Context: an optimization exercise on an open-source flow, tuned for a short achievable clock period and few clock cycles. The choices shown serve that exercise and are no tape-out recipe.
Only the layout flow was run in this run; the RTL was not checked for function there.

==> design.v <==
module crc32_rom (
    input  wire [7:0]  idx,
    output wire [31:0] data
);
    assign data[0] = idx[2];
    assign data[1] = idx[0] ^ idx[3];
    assign data[2] = idx[0] ^ idx[1] ^ idx[4];
    assign data[3] = idx[1] ^ idx[2] ^ idx[5];
    assign data[4] = idx[0] ^ idx[2] ^ idx[3] ^ idx[6];
    assign data[5] = idx[1] ^ idx[3] ^ idx[4] ^ idx[7];
    assign data[6] = idx[4] ^ idx[5];
    assign data[7] = idx[0] ^ idx[5] ^ idx[6];
    assign data[8] = idx[1] ^ idx[6] ^ idx[7];
    assign data[9] = idx[7];
    assign data[10] = idx[2];
    assign data[11] = idx[3];
    assign data[12] = idx[0] ^ idx[4];
    assign data[13] = idx[0] ^ idx[1] ^ idx[5];
    assign data[14] = idx[1] ^ idx[2] ^ idx[6];
    assign data[15] = idx[2] ^ idx[3] ^ idx[7];
    assign data[16] = idx[0] ^ idx[2] ^ idx[3] ^ idx[4];
    assign data[17] = idx[0] ^ idx[1] ^ idx[3] ^ idx[4] ^ idx[5];
    assign data[18] = idx[0] ^ idx[1] ^ idx[2] ^ idx[4] ^ idx[5] ^ idx[6];
    assign data[19] = idx[1] ^ idx[2] ^ idx[3] ^ idx[5] ^ idx[6] ^ idx[7];
    assign data[20] = idx[3] ^ idx[4] ^ idx[6] ^ idx[7];
    assign data[21] = idx[2] ^ idx[4] ^ idx[5] ^ idx[7];
    assign data[22] = idx[2] ^ idx[3] ^ idx[5] ^ idx[6];
    assign data[23] = idx[3] ^ idx[4] ^ idx[6] ^ idx[7];
    assign data[24] = idx[0] ^ idx[2] ^ idx[4] ^ idx[5] ^ idx[7];
    assign data[25] = idx[0] ^ idx[1] ^ idx[2] ^ idx[3] ^ idx[5] ^ idx[6];
    assign data[26] = idx[0] ^ idx[1] ^ idx[2] ^ idx[3] ^ idx[4] ^ idx[6] ^ idx[7];
    assign data[27] = idx[1] ^ idx[3] ^ idx[4] ^ idx[5] ^ idx[7];
    assign data[28] = idx[0] ^ idx[4] ^ idx[5] ^ idx[6];
    assign data[29] = idx[0] ^ idx[1] ^ idx[5] ^ idx[6] ^ idx[7];
    assign data[30] = idx[0] ^ idx[1] ^ idx[6] ^ idx[7];
    assign data[31] = idx[1] ^ idx[7];
endmodule
module crc32_core (
    input  wire [31:0] x,
    input  wire [31:0] y,
    input  wire [31:0] din,
    input  wire [1:0]  n,
    input  wire        upd,
    input  wire        set,
    input  wire        keep,
    input  wire [31:0] r,
    input  wire [31:0] dout,
    input  wire        rds,
    input  wire        fin,
    input  wire        d_keep,
    output wire [31:0] s_in,
    output wire [31:0] s_cur,
    output wire [31:0] x_d,
    output wire [31:0] d_d
);
    localparam [31:0] X_INIT = 32'h9226F562;   
    wire [31:0] t;
    assign t[0] = x[0] ^ x[1] ^ x[2] ^ x[3] ^ x[4] ^ x[6] ^ x[7] ^ x[8] ^ x[16] ^ x[20] ^ x[22] ^ x[23] ^ x[26];
    assign t[1] = x[1] ^ x[2] ^ x[3] ^ x[4] ^ x[5] ^ x[7] ^ x[8] ^ x[9] ^ x[17] ^ x[21] ^ x[23] ^ x[24] ^ x[27];
    assign t[2] = x[0] ^ x[2] ^ x[3] ^ x[4] ^ x[5] ^ x[6] ^ x[8] ^ x[9] ^ x[10] ^ x[18] ^ x[22] ^ x[24] ^ x[25] ^ x[28];
    assign t[3] = x[1] ^ x[3] ^ x[4] ^ x[5] ^ x[6] ^ x[7] ^ x[9] ^ x[10] ^ x[11] ^ x[19] ^ x[23] ^ x[25] ^ x[26] ^ x[29];
    assign t[4] = x[2] ^ x[4] ^ x[5] ^ x[6] ^ x[7] ^ x[8] ^ x[10] ^ x[11] ^ x[12] ^ x[20] ^ x[24] ^ x[26] ^ x[27] ^ x[30];
    assign t[5] = x[0] ^ x[3] ^ x[5] ^ x[6] ^ x[7] ^ x[8] ^ x[9] ^ x[11] ^ x[12] ^ x[13] ^ x[21] ^ x[25] ^ x[27] ^ x[28] ^ x[31];
    assign t[6] = x[0] ^ x[2] ^ x[3] ^ x[9] ^ x[10] ^ x[12] ^ x[13] ^ x[14] ^ x[16] ^ x[20] ^ x[23] ^ x[28] ^ x[29];
    assign t[7] = x[1] ^ x[3] ^ x[4] ^ x[10] ^ x[11] ^ x[13] ^ x[14] ^ x[15] ^ x[17] ^ x[21] ^ x[24] ^ x[29] ^ x[30];
    assign t[8] = x[0] ^ x[2] ^ x[4] ^ x[5] ^ x[11] ^ x[12] ^ x[14] ^ x[15] ^ x[16] ^ x[18] ^ x[22] ^ x[25] ^ x[30] ^ x[31];
    assign t[9] = x[0] ^ x[2] ^ x[4] ^ x[5] ^ x[7] ^ x[8] ^ x[12] ^ x[13] ^ x[15] ^ x[17] ^ x[19] ^ x[20] ^ x[22] ^ x[31];
    assign t[10] = x[0] ^ x[2] ^ x[4] ^ x[5] ^ x[7] ^ x[9] ^ x[13] ^ x[14] ^ x[18] ^ x[21] ^ x[22] ^ x[26];
    assign t[11] = x[1] ^ x[3] ^ x[5] ^ x[6] ^ x[8] ^ x[10] ^ x[14] ^ x[15] ^ x[19] ^ x[22] ^ x[23] ^ x[27];
    assign t[12] = x[2] ^ x[4] ^ x[6] ^ x[7] ^ x[9] ^ x[11] ^ x[15] ^ x[16] ^ x[20] ^ x[23] ^ x[24] ^ x[28];
    assign t[13] = x[0] ^ x[3] ^ x[5] ^ x[7] ^ x[8] ^ x[10] ^ x[12] ^ x[16] ^ x[17] ^ x[21] ^ x[24] ^ x[25] ^ x[29];
    assign t[14] = x[0] ^ x[1] ^ x[4] ^ x[6] ^ x[8] ^ x[9] ^ x[11] ^ x[13] ^ x[17] ^ x[18] ^ x[22] ^ x[25] ^ x[26] ^ x[30];
    assign t[15] = x[1] ^ x[2] ^ x[5] ^ x[7] ^ x[9] ^ x[10] ^ x[12] ^ x[14] ^ x[18] ^ x[19] ^ x[23] ^ x[26] ^ x[27] ^ x[31];
    assign t[16] = x[1] ^ x[4] ^ x[7] ^ x[10] ^ x[11] ^ x[13] ^ x[15] ^ x[16] ^ x[19] ^ x[22] ^ x[23] ^ x[24] ^ x[26] ^ x[27] ^ x[28];
    assign t[17] = x[2] ^ x[5] ^ x[8] ^ x[11] ^ x[12] ^ x[14] ^ x[16] ^ x[17] ^ x[20] ^ x[23] ^ x[24] ^ x[25] ^ x[27] ^ x[28] ^ x[29];
    assign t[18] = x[0] ^ x[3] ^ x[6] ^ x[9] ^ x[12] ^ x[13] ^ x[15] ^ x[17] ^ x[18] ^ x[21] ^ x[24] ^ x[25] ^ x[26] ^ x[28] ^ x[29] ^ x[30];
    assign t[19] = x[0] ^ x[1] ^ x[4] ^ x[7] ^ x[10] ^ x[13] ^ x[14] ^ x[16] ^ x[18] ^ x[19] ^ x[22] ^ x[25] ^ x[26] ^ x[27] ^ x[29] ^ x[30] ^ x[31];
    assign t[20] = x[0] ^ x[3] ^ x[4] ^ x[5] ^ x[6] ^ x[7] ^ x[11] ^ x[14] ^ x[15] ^ x[16] ^ x[17] ^ x[19] ^ x[22] ^ x[27] ^ x[28] ^ x[30] ^ x[31];
    assign t[21] = x[0] ^ x[2] ^ x[3] ^ x[5] ^ x[12] ^ x[15] ^ x[17] ^ x[18] ^ x[22] ^ x[26] ^ x[28] ^ x[29] ^ x[31];
    assign t[22] = x[2] ^ x[7] ^ x[8] ^ x[13] ^ x[18] ^ x[19] ^ x[20] ^ x[22] ^ x[26] ^ x[27] ^ x[29] ^ x[30];
    assign t[23] = x[0] ^ x[3] ^ x[8] ^ x[9] ^ x[14] ^ x[19] ^ x[20] ^ x[21] ^ x[23] ^ x[27] ^ x[28] ^ x[30] ^ x[31];
    assign t[24] = x[2] ^ x[3] ^ x[6] ^ x[7] ^ x[8] ^ x[9] ^ x[10] ^ x[15] ^ x[16] ^ x[21] ^ x[23] ^ x[24] ^ x[26] ^ x[28] ^ x[29] ^ x[31];
    assign t[25] = x[1] ^ x[2] ^ x[6] ^ x[9] ^ x[10] ^ x[11] ^ x[17] ^ x[20] ^ x[23] ^ x[24] ^ x[25] ^ x[26] ^ x[27] ^ x[29] ^ x[30];
    assign t[26] = x[2] ^ x[3] ^ x[7] ^ x[10] ^ x[11] ^ x[12] ^ x[18] ^ x[21] ^ x[24] ^ x[25] ^ x[26] ^ x[27] ^ x[28] ^ x[30] ^ x[31];
    assign t[27] = x[0] ^ x[1] ^ x[2] ^ x[6] ^ x[7] ^ x[11] ^ x[12] ^ x[13] ^ x[16] ^ x[19] ^ x[20] ^ x[23] ^ x[25] ^ x[27] ^ x[28] ^ x[29] ^ x[31];
    assign t[28] = x[0] ^ x[4] ^ x[6] ^ x[12] ^ x[13] ^ x[14] ^ x[16] ^ x[17] ^ x[21] ^ x[22] ^ x[23] ^ x[24] ^ x[28] ^ x[29] ^ x[30];
    assign t[29] = x[0] ^ x[1] ^ x[5] ^ x[7] ^ x[13] ^ x[14] ^ x[15] ^ x[17] ^ x[18] ^ x[22] ^ x[23] ^ x[24] ^ x[25] ^ x[29] ^ x[30] ^ x[31];
    assign t[30] = x[3] ^ x[4] ^ x[7] ^ x[14] ^ x[15] ^ x[18] ^ x[19] ^ x[20] ^ x[22] ^ x[24] ^ x[25] ^ x[30] ^ x[31];
    assign t[31] = x[0] ^ x[1] ^ x[2] ^ x[3] ^ x[5] ^ x[6] ^ x[7] ^ x[15] ^ x[19] ^ x[21] ^ x[22] ^ x[25] ^ x[31];
    wire [31:0] dmask = {{8{n[1] & n[0]}}, {8{n[1]}}, {8{n[1] | n[0]}}, 8'hFF};
    assign s_cur = t ^ y;
    assign s_in  = t ^ (y ^ (din & dmask));
    assign x_d   = ({32{upd}} & s_in) | ({32{set}} & X_INIT) | ({32{keep}} & x);
    assign d_d   = ({32{rds}} & s_cur) | ({32{fin}} & ~s_cur) | r | ({32{d_keep}} & dout);
endmodule
module crc32_fold (
    input  wire [31:0] w,
    input  wire [2:0]  f,
    input  wire [31:0] s_sv,
    input  wire        sres,
    output wire [31:0] r
);
    wire [31:0] c1, c2, c3;
    assign c1[0] = w[2] ^ w[8];
    assign c1[1] = w[0] ^ w[3] ^ w[9];
    assign c1[2] = w[0] ^ w[1] ^ w[4] ^ w[10];
    assign c1[3] = w[1] ^ w[2] ^ w[5] ^ w[11];
    assign c1[4] = w[0] ^ w[2] ^ w[3] ^ w[6] ^ w[12];
    assign c1[5] = w[1] ^ w[3] ^ w[4] ^ w[7] ^ w[13];
    assign c1[6] = w[4] ^ w[5] ^ w[14];
    assign c1[7] = w[0] ^ w[5] ^ w[6] ^ w[15];
    assign c1[8] = w[1] ^ w[6] ^ w[7] ^ w[16];
    assign c1[9] = w[7] ^ w[17];
    assign c1[10] = w[2] ^ w[18];
    assign c1[11] = w[3] ^ w[19];
    assign c1[12] = w[0] ^ w[4] ^ w[20];
    assign c1[13] = w[0] ^ w[1] ^ w[5] ^ w[21];
    assign c1[14] = w[1] ^ w[2] ^ w[6] ^ w[22];
    assign c1[15] = w[2] ^ w[3] ^ w[7] ^ w[23];
    assign c1[16] = w[0] ^ w[2] ^ w[3] ^ w[4] ^ w[24];
    assign c1[17] = w[0] ^ w[1] ^ w[3] ^ w[4] ^ w[5] ^ w[25];
    assign c1[18] = w[0] ^ w[1] ^ w[2] ^ w[4] ^ w[5] ^ w[6] ^ w[26];
    assign c1[19] = w[1] ^ w[2] ^ w[3] ^ w[5] ^ w[6] ^ w[7] ^ w[27];
    assign c1[20] = w[3] ^ w[4] ^ w[6] ^ w[7] ^ w[28];
    assign c1[21] = w[2] ^ w[4] ^ w[5] ^ w[7] ^ w[29];
    assign c1[22] = w[2] ^ w[3] ^ w[5] ^ w[6] ^ w[30];
    assign c1[23] = w[3] ^ w[4] ^ w[6] ^ w[7] ^ w[31];
    assign c1[24] = w[0] ^ w[2] ^ w[4] ^ w[5] ^ w[7];
    assign c1[25] = w[0] ^ w[1] ^ w[2] ^ w[3] ^ w[5] ^ w[6];
    assign c1[26] = w[0] ^ w[1] ^ w[2] ^ w[3] ^ w[4] ^ w[6] ^ w[7];
    assign c1[27] = w[1] ^ w[3] ^ w[4] ^ w[5] ^ w[7];
    assign c1[28] = w[0] ^ w[4] ^ w[5] ^ w[6];
    assign c1[29] = w[0] ^ w[1] ^ w[5] ^ w[6] ^ w[7];
    assign c1[30] = w[0] ^ w[1] ^ w[6] ^ w[7];
    assign c1[31] = w[1] ^ w[7];
    assign c2[0] = w[0] ^ w[4] ^ w[6] ^ w[7] ^ w[10] ^ w[16];
    assign c2[1] = w[1] ^ w[5] ^ w[7] ^ w[8] ^ w[11] ^ w[17];
    assign c2[2] = w[2] ^ w[6] ^ w[8] ^ w[9] ^ w[12] ^ w[18];
    assign c2[3] = w[3] ^ w[7] ^ w[9] ^ w[10] ^ w[13] ^ w[19];
    assign c2[4] = w[4] ^ w[8] ^ w[10] ^ w[11] ^ w[14] ^ w[20];
    assign c2[5] = w[5] ^ w[9] ^ w[11] ^ w[12] ^ w[15] ^ w[21];
    assign c2[6] = w[0] ^ w[4] ^ w[7] ^ w[12] ^ w[13] ^ w[22];
    assign c2[7] = w[1] ^ w[5] ^ w[8] ^ w[13] ^ w[14] ^ w[23];
    assign c2[8] = w[0] ^ w[2] ^ w[6] ^ w[9] ^ w[14] ^ w[15] ^ w[24];
    assign c2[9] = w[1] ^ w[3] ^ w[4] ^ w[6] ^ w[15] ^ w[25];
    assign c2[10] = w[2] ^ w[5] ^ w[6] ^ w[10] ^ w[26];
    assign c2[11] = w[3] ^ w[6] ^ w[7] ^ w[11] ^ w[27];
    assign c2[12] = w[0] ^ w[4] ^ w[7] ^ w[8] ^ w[12] ^ w[28];
    assign c2[13] = w[0] ^ w[1] ^ w[5] ^ w[8] ^ w[9] ^ w[13] ^ w[29];
    assign c2[14] = w[1] ^ w[2] ^ w[6] ^ w[9] ^ w[10] ^ w[14] ^ w[30];
    assign c2[15] = w[2] ^ w[3] ^ w[7] ^ w[10] ^ w[11] ^ w[15] ^ w[31];
    assign c2[16] = w[0] ^ w[3] ^ w[6] ^ w[7] ^ w[8] ^ w[10] ^ w[11] ^ w[12];
    assign c2[17] = w[0] ^ w[1] ^ w[4] ^ w[7] ^ w[8] ^ w[9] ^ w[11] ^ w[12] ^ w[13];
    assign c2[18] = w[1] ^ w[2] ^ w[5] ^ w[8] ^ w[9] ^ w[10] ^ w[12] ^ w[13] ^ w[14];
    assign c2[19] = w[0] ^ w[2] ^ w[3] ^ w[6] ^ w[9] ^ w[10] ^ w[11] ^ w[13] ^ w[14] ^ w[15];
    assign c2[20] = w[0] ^ w[1] ^ w[3] ^ w[6] ^ w[11] ^ w[12] ^ w[14] ^ w[15];
    assign c2[21] = w[1] ^ w[2] ^ w[6] ^ w[10] ^ w[12] ^ w[13] ^ w[15];
    assign c2[22] = w[2] ^ w[3] ^ w[4] ^ w[6] ^ w[10] ^ w[11] ^ w[13] ^ w[14];
    assign c2[23] = w[3] ^ w[4] ^ w[5] ^ w[7] ^ w[11] ^ w[12] ^ w[14] ^ w[15];
    assign c2[24] = w[0] ^ w[5] ^ w[7] ^ w[8] ^ w[10] ^ w[12] ^ w[13] ^ w[15];
    assign c2[25] = w[1] ^ w[4] ^ w[7] ^ w[8] ^ w[9] ^ w[10] ^ w[11] ^ w[13] ^ w[14];
    assign c2[26] = w[2] ^ w[5] ^ w[8] ^ w[9] ^ w[10] ^ w[11] ^ w[12] ^ w[14] ^ w[15];
    assign c2[27] = w[0] ^ w[3] ^ w[4] ^ w[7] ^ w[9] ^ w[11] ^ w[12] ^ w[13] ^ w[15];
    assign c2[28] = w[0] ^ w[1] ^ w[5] ^ w[6] ^ w[7] ^ w[8] ^ w[12] ^ w[13] ^ w[14];
    assign c2[29] = w[1] ^ w[2] ^ w[6] ^ w[7] ^ w[8] ^ w[9] ^ w[13] ^ w[14] ^ w[15];
    assign c2[30] = w[2] ^ w[3] ^ w[4] ^ w[6] ^ w[8] ^ w[9] ^ w[14] ^ w[15];
    assign c2[31] = w[3] ^ w[5] ^ w[6] ^ w[9] ^ w[15];
    assign c3[0] = w[0] ^ w[8] ^ w[12] ^ w[14] ^ w[15] ^ w[18] ^ w[24];
    assign c3[1] = w[0] ^ w[1] ^ w[9] ^ w[13] ^ w[15] ^ w[16] ^ w[19] ^ w[25];
    assign c3[2] = w[0] ^ w[1] ^ w[2] ^ w[10] ^ w[14] ^ w[16] ^ w[17] ^ w[20] ^ w[26];
    assign c3[3] = w[1] ^ w[2] ^ w[3] ^ w[11] ^ w[15] ^ w[17] ^ w[18] ^ w[21] ^ w[27];
    assign c3[4] = w[0] ^ w[2] ^ w[3] ^ w[4] ^ w[12] ^ w[16] ^ w[18] ^ w[19] ^ w[22] ^ w[28];
    assign c3[5] = w[0] ^ w[1] ^ w[3] ^ w[4] ^ w[5] ^ w[13] ^ w[17] ^ w[19] ^ w[20] ^ w[23] ^ w[29];
    assign c3[6] = w[1] ^ w[2] ^ w[4] ^ w[5] ^ w[6] ^ w[8] ^ w[12] ^ w[15] ^ w[20] ^ w[21] ^ w[30];
    assign c3[7] = w[2] ^ w[3] ^ w[5] ^ w[6] ^ w[7] ^ w[9] ^ w[13] ^ w[16] ^ w[21] ^ w[22] ^ w[31];
    assign c3[8] = w[3] ^ w[4] ^ w[6] ^ w[7] ^ w[8] ^ w[10] ^ w[14] ^ w[17] ^ w[22] ^ w[23];
    assign c3[9] = w[0] ^ w[4] ^ w[5] ^ w[7] ^ w[9] ^ w[11] ^ w[12] ^ w[14] ^ w[23];
    assign c3[10] = w[1] ^ w[5] ^ w[6] ^ w[10] ^ w[13] ^ w[14] ^ w[18];
    assign c3[11] = w[0] ^ w[2] ^ w[6] ^ w[7] ^ w[11] ^ w[14] ^ w[15] ^ w[19];
    assign c3[12] = w[1] ^ w[3] ^ w[7] ^ w[8] ^ w[12] ^ w[15] ^ w[16] ^ w[20];
    assign c3[13] = w[0] ^ w[2] ^ w[4] ^ w[8] ^ w[9] ^ w[13] ^ w[16] ^ w[17] ^ w[21];
    assign c3[14] = w[0] ^ w[1] ^ w[3] ^ w[5] ^ w[9] ^ w[10] ^ w[14] ^ w[17] ^ w[18] ^ w[22];
    assign c3[15] = w[1] ^ w[2] ^ w[4] ^ w[6] ^ w[10] ^ w[11] ^ w[15] ^ w[18] ^ w[19] ^ w[23];
    assign c3[16] = w[2] ^ w[3] ^ w[5] ^ w[7] ^ w[8] ^ w[11] ^ w[14] ^ w[15] ^ w[16] ^ w[18] ^ w[19] ^ w[20];
    assign c3[17] = w[0] ^ w[3] ^ w[4] ^ w[6] ^ w[8] ^ w[9] ^ w[12] ^ w[15] ^ w[16] ^ w[17] ^ w[19] ^ w[20] ^ w[21];
    assign c3[18] = w[1] ^ w[4] ^ w[5] ^ w[7] ^ w[9] ^ w[10] ^ w[13] ^ w[16] ^ w[17] ^ w[18] ^ w[20] ^ w[21] ^ w[22];
    assign c3[19] = w[2] ^ w[5] ^ w[6] ^ w[8] ^ w[10] ^ w[11] ^ w[14] ^ w[17] ^ w[18] ^ w[19] ^ w[21] ^ w[22] ^ w[23];
    assign c3[20] = w[3] ^ w[6] ^ w[7] ^ w[8] ^ w[9] ^ w[11] ^ w[14] ^ w[19] ^ w[20] ^ w[22] ^ w[23];
    assign c3[21] = w[4] ^ w[7] ^ w[9] ^ w[10] ^ w[14] ^ w[18] ^ w[20] ^ w[21] ^ w[23];
    assign c3[22] = w[0] ^ w[5] ^ w[10] ^ w[11] ^ w[12] ^ w[14] ^ w[18] ^ w[19] ^ w[21] ^ w[22];
    assign c3[23] = w[0] ^ w[1] ^ w[6] ^ w[11] ^ w[12] ^ w[13] ^ w[15] ^ w[19] ^ w[20] ^ w[22] ^ w[23];
    assign c3[24] = w[0] ^ w[1] ^ w[2] ^ w[7] ^ w[8] ^ w[13] ^ w[15] ^ w[16] ^ w[18] ^ w[20] ^ w[21] ^ w[23];
    assign c3[25] = w[1] ^ w[2] ^ w[3] ^ w[9] ^ w[12] ^ w[15] ^ w[16] ^ w[17] ^ w[18] ^ w[19] ^ w[21] ^ w[22];
    assign c3[26] = w[2] ^ w[3] ^ w[4] ^ w[10] ^ w[13] ^ w[16] ^ w[17] ^ w[18] ^ w[19] ^ w[20] ^ w[22] ^ w[23];
    assign c3[27] = w[3] ^ w[4] ^ w[5] ^ w[8] ^ w[11] ^ w[12] ^ w[15] ^ w[17] ^ w[19] ^ w[20] ^ w[21] ^ w[23];
    assign c3[28] = w[4] ^ w[5] ^ w[6] ^ w[8] ^ w[9] ^ w[13] ^ w[14] ^ w[15] ^ w[16] ^ w[20] ^ w[21] ^ w[22];
    assign c3[29] = w[5] ^ w[6] ^ w[7] ^ w[9] ^ w[10] ^ w[14] ^ w[15] ^ w[16] ^ w[17] ^ w[21] ^ w[22] ^ w[23];
    assign c3[30] = w[6] ^ w[7] ^ w[10] ^ w[11] ^ w[12] ^ w[14] ^ w[16] ^ w[17] ^ w[22] ^ w[23];
    assign c3[31] = w[7] ^ w[11] ^ w[13] ^ w[14] ^ w[17] ^ w[23];
    assign r = ({32{f[0]}} & c1) | ({32{f[1]}} & c2) | ({32{f[2]}} & c3) |
               ({32{sres}} & s_sv);
endmodule
module crc32_ynext (
    input  wire [31:0] din,
    input  wire [31:0] r,
    input  wire [31:0] y,
    input  wire        load,
    input  wire        keep,
    output wire [31:0] y_d
);
    assign y_d = ({32{load}} & din) | r | ({32{keep}} & y);
endmodule
module crc32_dsrc (
    input  wire [31:0] t_rd,
    input  wire [31:0] d_sv,
    input  wire        rt,
    input  wire        dres,
    output wire [31:0] r
);
    assign r = ({32{rt}} & t_rd) | ({32{dres}} & d_sv);
endmodule
module crc32_sel (
    input  wire       cmd_valid,
    input  wire       ready,
    input  wire [2:0] op,         
    input  wire       rst,
    input  wire       rst_q,
    input  wire       keep_q,
    input  wire       rt_q,
    input  wire       dres_q,
    output wire       upd,
    output wire       x_set,
    output wire       y_load,
    output wire       xy_keep,
    output wire       d_rds,
    output wire       d_fin,
    output wire       d_rt,
    output wire       d_res,
    output wire       d_keep
);
    wire acc = cmd_valid & ready;
    assign upd     = acc & op[1] & op[0];                     
    assign x_set   = (acc & ~op[2] & ~op[1] & op[0]) | rst_q;  
    assign y_load  = acc & op[1] & ~op[0];                    
    assign xy_keep = keep_q & ~(acc & (op[1] | (~op[2] & op[0])));
    assign d_rds   = ~rst & acc & op[2] & ~op[1] & ~op[0];    
    assign d_fin   = ~rst & acc & op[2] & ~op[1] &  op[0];    
    assign d_rt    = ~rst & rt_q;
    assign d_res   = ~rst & dres_q;
    assign d_keep  = ~rst & ~rt_q & ~dres_q & ~(acc & op[2] & ~op[1]);
endmodule
module crc32_ctl (
    input  wire       cmd_valid,
    input  wire       ready,
    input  wire [7:0] cmd,
    input  wire       rst,
    input  wire       err_q,
    output wire       keep_d,
    output wire       sres_d,
    output wire       dres_d,
    output wire [2:0] fold_d,
    output wire       err_d,
    output wire       ready_d,
    output wire       rt_d
);
    wire zhi      = ~cmd[7] & ~cmd[3] & ~cmd[2];
    wire zlo      = ~cmd[1] & ~cmd[0];
    wire full     = cmd[1] & cmd[0];
    wire op_upd   = zhi & ~cmd[6] &  cmd[5] &  cmd[4];
    wire op_init  = zhi & ~cmd[6] & ~cmd[5] &  cmd[4] & zlo;
    wire op_load  = zhi & ~cmd[6] &  cmd[5] & ~cmd[4] & zlo;
    wire op_rds   = zhi &  cmd[6] & ~cmd[5] & ~cmd[4] & zlo;
    wire op_fin   = zhi &  cmd[6] & ~cmd[5] &  cmd[4] & zlo;
    wire op_rdt   = zhi &  cmd[6] &  cmd[5] & ~cmd[4] & zlo;
    wire op_nop   = zhi & ~cmd[6] & ~cmd[5] & ~cmd[4] & zlo;
    wire op_short = op_upd & ~full;
    wire fast     = (op_upd & full) | op_init | op_load | op_rds | op_fin | op_nop;
    wire legal    = fast | op_short | op_rdt;
    wire acc      = cmd_valid & ready;
    wire go       = acc & ~rst;
    assign keep_d  = ~rst & ~(acc & ~fast);
    assign sres_d  = go & ~(fast | op_short);
    assign dres_d  = go & ~legal;
    assign fold_d  = {3{go & op_short}} & {cmd[1] & ~cmd[0], ~cmd[1] & cmd[0], zlo};
    assign err_d   = ~rst & (err_q | (go & ~legal));
    assign ready_d = ~rst & ~(go & ~fast);
    assign rt_d    = go & op_rdt;
endmodule
module crc32_engine (
    input  wire        clk,
    input  wire        rst,
    input  wire        cmd_valid,
    output wire        cmd_ready,
    input  wire [7:0]  cmd,
    input  wire [31:0] din,
    output wire [31:0] dout,
    output wire        err
);
    reg [31:0] x_q;       
    reg [31:0] y_q;       
    reg [31:0] w_q;       
    reg [31:0] s_sv_q;    
    reg [31:0] d_sv_q;    
    reg [2:0]  fold_q;    
    reg        rst_q;     
    reg        keep_q;    
    reg        sres_q;    
    reg        dres_q;    
    reg [31:0] dout_q;    
    reg        err_q;     
    reg        ready_q;   
    reg        rt_q;      
    reg [7:0]  idx_q;     
    wire upd, x_set, y_load, xy_keep, d_rds, d_fin, d_rt, d_res, d_keep;
    crc32_sel u_sel (
        .cmd_valid(cmd_valid), .ready(ready_q), .op(cmd[6:4]), .rst(rst),
        .rst_q(rst_q), .keep_q(keep_q), .rt_q(rt_q), .dres_q(dres_q),
        .upd(upd), .x_set(x_set), .y_load(y_load), .xy_keep(xy_keep),
        .d_rds(d_rds), .d_fin(d_fin), .d_rt(d_rt), .d_res(d_res), .d_keep(d_keep));
    wire keep_d, sres_d, dres_d, err_d, ready_d, rt_d;
    wire [2:0] fold_d;
    crc32_ctl u_ctl (
        .cmd_valid(cmd_valid), .ready(ready_q), .cmd(cmd), .rst(rst), .err_q(err_q),
        .keep_d(keep_d), .sres_d(sres_d), .dres_d(dres_d), .fold_d(fold_d),
        .err_d(err_d), .ready_d(ready_d), .rt_d(rt_d));
    wire [31:0] s_in, x_d, r_y, y_d, t_rd, r_d, s_cur, d_d;
    crc32_core  u_core (.x(x_q), .y(y_q), .din(din), .n(cmd[1:0]), .upd(upd), .set(x_set),
                        .keep(xy_keep), .r(r_d), .dout(dout_q), .rds(d_rds), .fin(d_fin),
                        .d_keep(d_keep), .s_in(s_in), .s_cur(s_cur), .x_d(x_d), .d_d(d_d));
    crc32_fold  u_fold (.w(w_q), .f(fold_q), .s_sv(s_sv_q), .sres(sres_q), .r(r_y));
    crc32_ynext u_yn   (.din(din), .r(r_y), .y(y_q), .load(y_load), .keep(xy_keep), .y_d(y_d));
    crc32_rom   u_rom  (.idx(idx_q), .data(t_rd));
    crc32_dsrc  u_ds   (.t_rd(t_rd), .d_sv(d_sv_q), .rt(d_rt), .dres(d_res), .r(r_d));
    always @(posedge clk) begin
        idx_q   <= din[7:0];
        w_q     <= s_in;
        s_sv_q  <= s_cur;
        d_sv_q  <= dout_q;
        rst_q   <= rst;
        keep_q  <= keep_d;
        sres_q  <= sres_d;
        dres_q  <= dres_d;
        fold_q  <= fold_d;
        x_q     <= x_d;
        y_q     <= y_d;
        dout_q  <= d_d;
        err_q   <= err_d;
        ready_q <= ready_d;
        rt_q    <= rt_d;
    end
    assign cmd_ready = ready_q;
    assign dout      = dout_q;
    assign err       = err_q;
endmodule
==> flow/run.sh <==
#!/bin/bash
# Standard layout (the standard.sh, which runs the standard synthesis
# script), with more slow cells kept out of synthesis and repair: three-input
# XORs, high-stack OR/NOR/AND-OR cells and the like. Registers are untouched
# (flip-flops are mapped before ABC and none of them is in the list).
set -euo pipefail
PL=$(cat flow/platform_dont_use.txt)
EXTRA=$(cat flow/extra_dont_use.txt)
bash standard.sh "DONT_USE_CELLS=$PL $EXTRA" finish > standard.log 2>&1
==> flow/extra_dont_use.txt <==
sky130_fd_sc_hd__a2111o_1 sky130_fd_sc_hd__a2111o_2 sky130_fd_sc_hd__a2111o_4 sky130_fd_sc_hd__a2111oi_0 sky130_fd_sc_hd__a2111oi_1 sky130_fd_sc_hd__a2111oi_2 sky130_fd_sc_hd__a2111oi_4 sky130_fd_sc_hd__a222oi_1 sky130_fd_sc_hd__a41o_1 sky130_fd_sc_hd__a41o_2 sky130_fd_sc_hd__a41o_4 sky130_fd_sc_hd__a41oi_1 sky130_fd_sc_hd__a41oi_2 sky130_fd_sc_hd__a41oi_4 sky130_fd_sc_hd__nor4_1 sky130_fd_sc_hd__nor4_2 sky130_fd_sc_hd__nor4_4 sky130_fd_sc_hd__nor4b_1 sky130_fd_sc_hd__nor4b_2 sky130_fd_sc_hd__nor4b_4 sky130_fd_sc_hd__nor4bb_1 sky130_fd_sc_hd__nor4bb_2 sky130_fd_sc_hd__nor4bb_4 sky130_fd_sc_hd__o2111a_1 sky130_fd_sc_hd__o2111a_2 sky130_fd_sc_hd__o2111a_4 sky130_fd_sc_hd__o2111ai_1 sky130_fd_sc_hd__o2111ai_2 sky130_fd_sc_hd__o2111ai_4 sky130_fd_sc_hd__o41a_1 sky130_fd_sc_hd__o41a_2 sky130_fd_sc_hd__o41a_4 sky130_fd_sc_hd__o41ai_1 sky130_fd_sc_hd__o41ai_2 sky130_fd_sc_hd__o41ai_4 sky130_fd_sc_hd__or3_1 sky130_fd_sc_hd__or3_2 sky130_fd_sc_hd__or3_4 sky130_fd_sc_hd__or3b_1 sky130_fd_sc_hd__or3b_2 sky130_fd_sc_hd__or3b_4 sky130_fd_sc_hd__or4_1 sky130_fd_sc_hd__or4_2 sky130_fd_sc_hd__or4_4 sky130_fd_sc_hd__or4b_1 sky130_fd_sc_hd__or4b_2 sky130_fd_sc_hd__or4b_4 sky130_fd_sc_hd__or4bb_1 sky130_fd_sc_hd__or4bb_2 sky130_fd_sc_hd__or4bb_4 sky130_fd_sc_hd__xnor3_1 sky130_fd_sc_hd__xnor3_2 sky130_fd_sc_hd__xnor3_4 sky130_fd_sc_hd__xor3_1 sky130_fd_sc_hd__xor3_2 sky130_fd_sc_hd__xor3_4  sky130_fd_sc_hd__a211oi_1 sky130_fd_sc_hd__a211oi_2 sky130_fd_sc_hd__a211oi_4 sky130_fd_sc_hd__a221o_1 sky130_fd_sc_hd__a221o_2 sky130_fd_sc_hd__a221o_4 sky130_fd_sc_hd__a221oi_1 sky130_fd_sc_hd__a221oi_2 sky130_fd_sc_hd__a221oi_4 sky130_fd_sc_hd__a311o_1 sky130_fd_sc_hd__a311o_2 sky130_fd_sc_hd__a311o_4 sky130_fd_sc_hd__a311oi_1 sky130_fd_sc_hd__a311oi_2 sky130_fd_sc_hd__a311oi_4 sky130_fd_sc_hd__a32o_1 sky130_fd_sc_hd__a32o_2 sky130_fd_sc_hd__a32o_4 sky130_fd_sc_hd__a32oi_1 sky130_fd_sc_hd__a32oi_2 sky130_fd_sc_hd__a32oi_4 sky130_fd_sc_hd__and4_1 sky130_fd_sc_hd__and4_2 sky130_fd_sc_hd__and4_4 sky130_fd_sc_hd__and4b_1 sky130_fd_sc_hd__and4b_2 sky130_fd_sc_hd__and4b_4 sky130_fd_sc_hd__and4bb_1 sky130_fd_sc_hd__and4bb_2 sky130_fd_sc_hd__and4bb_4 sky130_fd_sc_hd__mux4_1 sky130_fd_sc_hd__mux4_2 sky130_fd_sc_hd__mux4_4 sky130_fd_sc_hd__nand4_1 sky130_fd_sc_hd__nand4_2 sky130_fd_sc_hd__nand4_4 sky130_fd_sc_hd__nand4b_1 sky130_fd_sc_hd__nand4b_2 sky130_fd_sc_hd__nand4b_4 sky130_fd_sc_hd__nand4bb_1 sky130_fd_sc_hd__nand4bb_2 sky130_fd_sc_hd__nand4bb_4 sky130_fd_sc_hd__nor3_1 sky130_fd_sc_hd__nor3_2 sky130_fd_sc_hd__nor3_4 sky130_fd_sc_hd__nor3b_1 sky130_fd_sc_hd__nor3b_2 sky130_fd_sc_hd__nor3b_4 sky130_fd_sc_hd__o211ai_1 sky130_fd_sc_hd__o211ai_2 sky130_fd_sc_hd__o211ai_4 sky130_fd_sc_hd__o221a_1 sky130_fd_sc_hd__o221a_2 sky130_fd_sc_hd__o221a_4 sky130_fd_sc_hd__o221ai_1 sky130_fd_sc_hd__o221ai_2 sky130_fd_sc_hd__o221ai_4 sky130_fd_sc_hd__o311a_1 sky130_fd_sc_hd__o311a_2 sky130_fd_sc_hd__o311a_4 sky130_fd_sc_hd__o311ai_0 sky130_fd_sc_hd__o311ai_1 sky130_fd_sc_hd__o311ai_2 sky130_fd_sc_hd__o311ai_4 sky130_fd_sc_hd__o32a_1 sky130_fd_sc_hd__o32a_2 sky130_fd_sc_hd__o32a_4 sky130_fd_sc_hd__o32ai_1 sky130_fd_sc_hd__o32ai_2 sky130_fd_sc_hd__o32ai_4 
==> flow/platform_dont_use.txt <==
sky130_fd_sc_hd__lpflow_bleeder_1 sky130_fd_sc_hd__lpflow_clkbufkapwr_1 sky130_fd_sc_hd__lpflow_clkbufkapwr_16 sky130_fd_sc_hd__lpflow_clkbufkapwr_2 sky130_fd_sc_hd__lpflow_clkbufkapwr_4 sky130_fd_sc_hd__lpflow_clkbufkapwr_8 sky130_fd_sc_hd__lpflow_clkinvkapwr_1 sky130_fd_sc_hd__lpflow_clkinvkapwr_16 sky130_fd_sc_hd__lpflow_clkinvkapwr_2 sky130_fd_sc_hd__lpflow_clkinvkapwr_4 sky130_fd_sc_hd__lpflow_clkinvkapwr_8 sky130_fd_sc_hd__lpflow_decapkapwr_12 sky130_fd_sc_hd__lpflow_decapkapwr_3 sky130_fd_sc_hd__lpflow_decapkapwr_4 sky130_fd_sc_hd__lpflow_decapkapwr_6 sky130_fd_sc_hd__lpflow_decapkapwr_8 sky130_fd_sc_hd__lpflow_inputiso0n_1 sky130_fd_sc_hd__lpflow_inputiso0p_1 sky130_fd_sc_hd__lpflow_inputiso1n_1 sky130_fd_sc_hd__lpflow_inputiso1p_1 sky130_fd_sc_hd__lpflow_inputisolatch_1 sky130_fd_sc_hd__lpflow_isobufsrc_1 sky130_fd_sc_hd__lpflow_isobufsrc_16 sky130_fd_sc_hd__lpflow_isobufsrc_2 sky130_fd_sc_hd__lpflow_isobufsrc_4 sky130_fd_sc_hd__lpflow_isobufsrc_8 sky130_fd_sc_hd__lpflow_isobufsrckapwr_16 sky130_fd_sc_hd__lpflow_lsbuf_lh_hl_isowell_tap_1 sky130_fd_sc_hd__lpflow_lsbuf_lh_hl_isowell_tap_2 sky130_fd_sc_hd__lpflow_lsbuf_lh_hl_isowell_tap_4 sky130_fd_sc_hd__lpflow_lsbuf_lh_isowell_4 sky130_fd_sc_hd__lpflow_lsbuf_lh_isowell_tap_1 sky130_fd_sc_hd__lpflow_lsbuf_lh_isowell_tap_2 sky130_fd_sc_hd__lpflow_lsbuf_lh_isowell_tap_4 sky130_fd_sc_hd__probe_p_8 sky130_fd_sc_hd__probec_p_8 
==> standard.sh <==
#!/bin/bash
# synth_recipe.tcl (not shown) runs the flow's synth.tcl, then flattens the netlist and writes it again
# the make line also repeats each setting of config.mk as NAME=value (left out here)
make -C /OpenROAD-flow-scripts/flow DESIGN_CONFIG=/design/flow/config.mk WORK_HOME=/design/flow/orfs CLKGATE_MAP_FILE= SYNTH_SCRIPT=/design/flow/synth_recipe.tcl "${@:-finish}"
==> config.mk <==
export PLATFORM = sky130hd
export DESIGN_NAME = crc32_engine
export DESIGN_NICKNAME = crc32_engine
export VERILOG_FILES = /design/flow/design.v
export SDC_FILE = /design/flow/constraint.sdc
export NUM_CORES = 4
export LEC_CHECK = 0
export ABC_CLOCK_PERIOD_IN_PS = 1000
export CAP_MARGIN = 20
export CORE_MARGIN = 2
export CORE_UTILIZATION = 40
export SETUP_SLACK_MARGIN = 5.0
export SLEW_MARGIN = 20
export SYNTH_HIERARCHICAL = 1
export TNS_END_PERCENT = 100
==> constraint.sdc <==
create_clock -name core_clock -period 6.0 [get_ports {clk}]
set_input_delay 1.2000 -clock core_clock [delete_from_list [all_inputs] [get_ports {clk}]]
set_output_delay 1.2000 -clock core_clock [all_outputs]
set_load 0.01 [all_outputs]
==> out/metrics.yaml <==
viasPerCell: 5.87
wl_met1_um: 25100
synthArstFlopShare: 0
die-area_mm2: 0.0361
hold_start: "dout_q[19]"
synth_compound_area_frac: 0.116
grtUsageTotal: 0.358
reg2regPathDepth: 7
synth_xor_area_frac: 0.456
io_buffers: 76
grt_pass1_wl_um: 92600
required_ps: 6410
whs_path_depth: 0
multi_input_area_mm2: 0.0137
finalHoldViolations: 0
die_y_um: 190
max_freq_ghz: 0.406
fin_ws_ps: 3530
crit_family: "XOR/XNOR gates"
top_layer: "met4"
wl_met3_um: 8010
synth.avg_cell_area_um2: 9.54
finalCriticalPeriod_ps: 2470
clkTransAtPathRegs_ps: 60
synth_edf_count: 0
cpMostUsedCell: "xor2_2"
ys_ff_latch: 210
muxShareOfSynthArea: 0.0152
crit_path_end_kind: "flop"
yosys.area.top_type: "dfxtp_1"
place.gp.congestion: 0.935
fp.dieW_um: 190
num_rows: 68
rrSetupSlack_ps: 3530
status: "timing/DRC/antenna clean"
drt_first_pass_iters: 7
finalSetupTns_ps: 0
n_antenna_cell: 0
cts_tree: "done"
regArea_mm2: 0.00445
path_buf_inv: 0
drcViolationCount: 0
yosys_warnings: 7
numCtsBuffers: 24
mostFrequentLayoutCells: "buf_4 (230), xnor2_1 (207), xnor2_2 (179)"
cp_cell_sequence: "xor2_2 > xor2_2 > xnor2_1 > xnor2_2 > o21ai_2 > a21oi_2 > nand2_1"
htree_levels: 1
cp_max_fo: 6
rsz0062_at_grt: "true"
syn2layout_area_growth_pct: 83.9
coreArea_mm2: 0.0343
syn_nets: 1494
drt.antenna.violating_nets: 0
drtIter0Drc: 1526
rr_endpoint: "y_q[27]"
num-fill-cells: 1805
clkSinkCount: 210
maxCapViolations: 0
grt_max_degree: 33
cts_root_buffer: "clkbuf_16"
hp-class: "reg2reg"
slew_viol_final: 0
max_slew_margin: 0.386
grt_antenna_before_repair: 1
yosysUniqueCellTypes: 42
synth-simple-area-share: 0.0586
hold_end: "d_sv_q[19]"
routed-via-count: 14000
cp_data_arrival_time_ps: 2870
nets: 1957
cpMaxStageDelayCell: "xnor2_1"
first_global_vias: 13300
post-place-ws_ps: 2770
worst_pin_slew_ps: 915
route.met2.wl_um: 34100
synth_top_family_by_area: "XOR/XNOR gates"
reg2reg_from: "w_q[20]"
syn_area_mm2: 0.0138
wirelength_um: 75400
synthDominantCellAreaShare: 0.304
max_stage_delay_ps: 770
post-route-util: 0.742
ys_seq_area_frac: 0.304
insertion_delay_ps: 540
synth_ff_type: "dfxtp_1"
dpl.hpwl_um: 36100
critPathLaunchType: "flop"
grt-ovfl-total: 0
initial_core_util: 0.404
top_level_ports: 77
yosys.area_share.adder: 0
drive_above_1_share: 0.618
post-route-period-util: 0.411
clock_path_buffers: 3
final_common_cell: "buf_4"
crit_type: "reg2reg"
synth_area_leaders: "dfxtp_1 (30%), xnor2_1 (30%), xor2_1 (6.8%), xnor2_2 (5.5%), nand2_1 (4.1%)"
setup_violations: 0
wl_per_cell_um: 31.6
finClkSkew_ps: 18.9
syn-instance-count: 1451
path_depth: 7
-- per-module statistics from Yosys, one instance, submodules excluded --
module	flip-flops and latches	area [um^2]	cells inside
crc32_engine	210	4200	210
crc32_core	0	4090	524
crc32_fold	0	4010	481
crc32_rom	0	460	51
crc32_ynext	0	449	102
crc32_dsrc	0	350	38
crc32_ctl	0	156	27
crc32_sel	0	115	18
-- worst reg2reg max path, delay by kind of cell, from the launching register on --
kind | cells | cell delay, ps
and+or+nand+nor | 1 | 100
xor gates and xnor gates | 4 | 1430
AOI/OAI and AO/OA | 2 | 300
DFF | 1 | 520
-- metrics by stage --
step | area (um^2) | instances | hold WS [ps]
after floorplan | 15000 | 1451 | 376
after global placement | 15600 | 1900 | 345
after detailed placement | 15600 | 1900 | 347
after CTS | 23000 | 2274 | 376
after global routing | 25500 | 2385 | 380
final | 25500 | 2385 | 377
-- cells by family (layout without fill, tap and decap cells) --
family / count (synthesis) / count (layout)
AO/OA/AOI/OAI: 258 / 259
XOR/XNOR: 650 / 650
buffers and inverters: 118 / 589
flip-flops: 210 / 210
multiplexers: 21 / 21
AND/OR/NAND/NOR: 194 / 201
-- final cells by class --
class	count	area share
clock inverter	9	0.00428
clock buffer	33	0.0278
tap	455	0.0224
inverter	15	0.00334
sequential	210	0.175
multi-input combinational	1131	0.539
timing repair buffer	529	0.228
timing repair inverter	3	0.000934
-- flip-flops by register name, summed over array words and instances (netlist names) --
name,cells
sres_q,1
fold_q,3
x_q,32
w_q,32
dout_q,32
dres_q,1
s_sv_q,32
idx_q,8
rst_q,1
keep_q,1
ready_q,1
y_q,32
d_sv_q,32
err_q,1
rt_q,1
-- Yosys cell counts, types with 6 or more instances --
cell / n
buf_4: 18
nor2_1: 19
inv_1: 14
o21ai_0: 56
buf_2: 36
dfxtp_1: 210
nand2_1: 153
xnor2_1: 477
xor2_2: 6
xnor2_2: 47
a21o_1: 8
clkbuf_1: 27
buf_6: 19
xor2_1: 108
a21oi_1: 114
a22o_1: 49
mux2i_1: 21
xnor2_4: 11
a21bo_2: 12
-- layer usage --
metal | vias up | track usage
met2 | 1144 | 0.577
met4 | 0 | 0.258
met3 | 471 | 0.0854
met5 | - | 0
li1 | 5595 | -
met1 | 6792 | 0.417
-- timing repair --
| item | CTS | global route |
|---|---|---|
| pin swaps | 265 | 192 |
| resized for setup | 895 | 245 |
| gates cloned | 18 | 1 |
| endpoints found under the hold margin | 0 | 0 |
| setup endpoints to repair | 212 | 204 |
| setup buffers | 314 | 110 |
| hold buffers | 0 | 0 |
-- worst max path at each step --
stage                    start         end  slack, ps
finish                 w_q[20]     y_q[27]       3530
global route           w_q[20]     y_q[27]       3490
CTS                 dout_q[10]    dout[10]       3780
detailed placement      cmd[4]     x_q[25]       2770
global placement     cmd_valid  dout_q[30]       2430
floorplan            cmd_valid     x_q[14]       3760

-- afterwards: timing with drivers on the ports --
The flow's constraints put no driver on any port. The routed layout listed below was extracted and timed again, unchanged, in two steps.
Step 1, drivers: a clkbuf_16 drives clk and a buf_2 each remaining input, both assumed.
Step 2, shift: input delay + t, output delay - t, t = (earliest + latest rising clock arrival at the registers) / 2. This alone moves slack from input paths to output paths.
Three values: ideal ports, drivers, drivers and shift; two values: the first two.
shift t [ns]: 0.587
slack for setup (ns): 3.535 / 3.535 / 3.386
hold WS [ns]: 0.377 / 0.377 / 0.377
worst setup path at the end: input to register
After both steps setup and hold are still met in this run. The setup slack of this run moves by 0.000 ns with the drivers and by -0.149 ns with both steps.
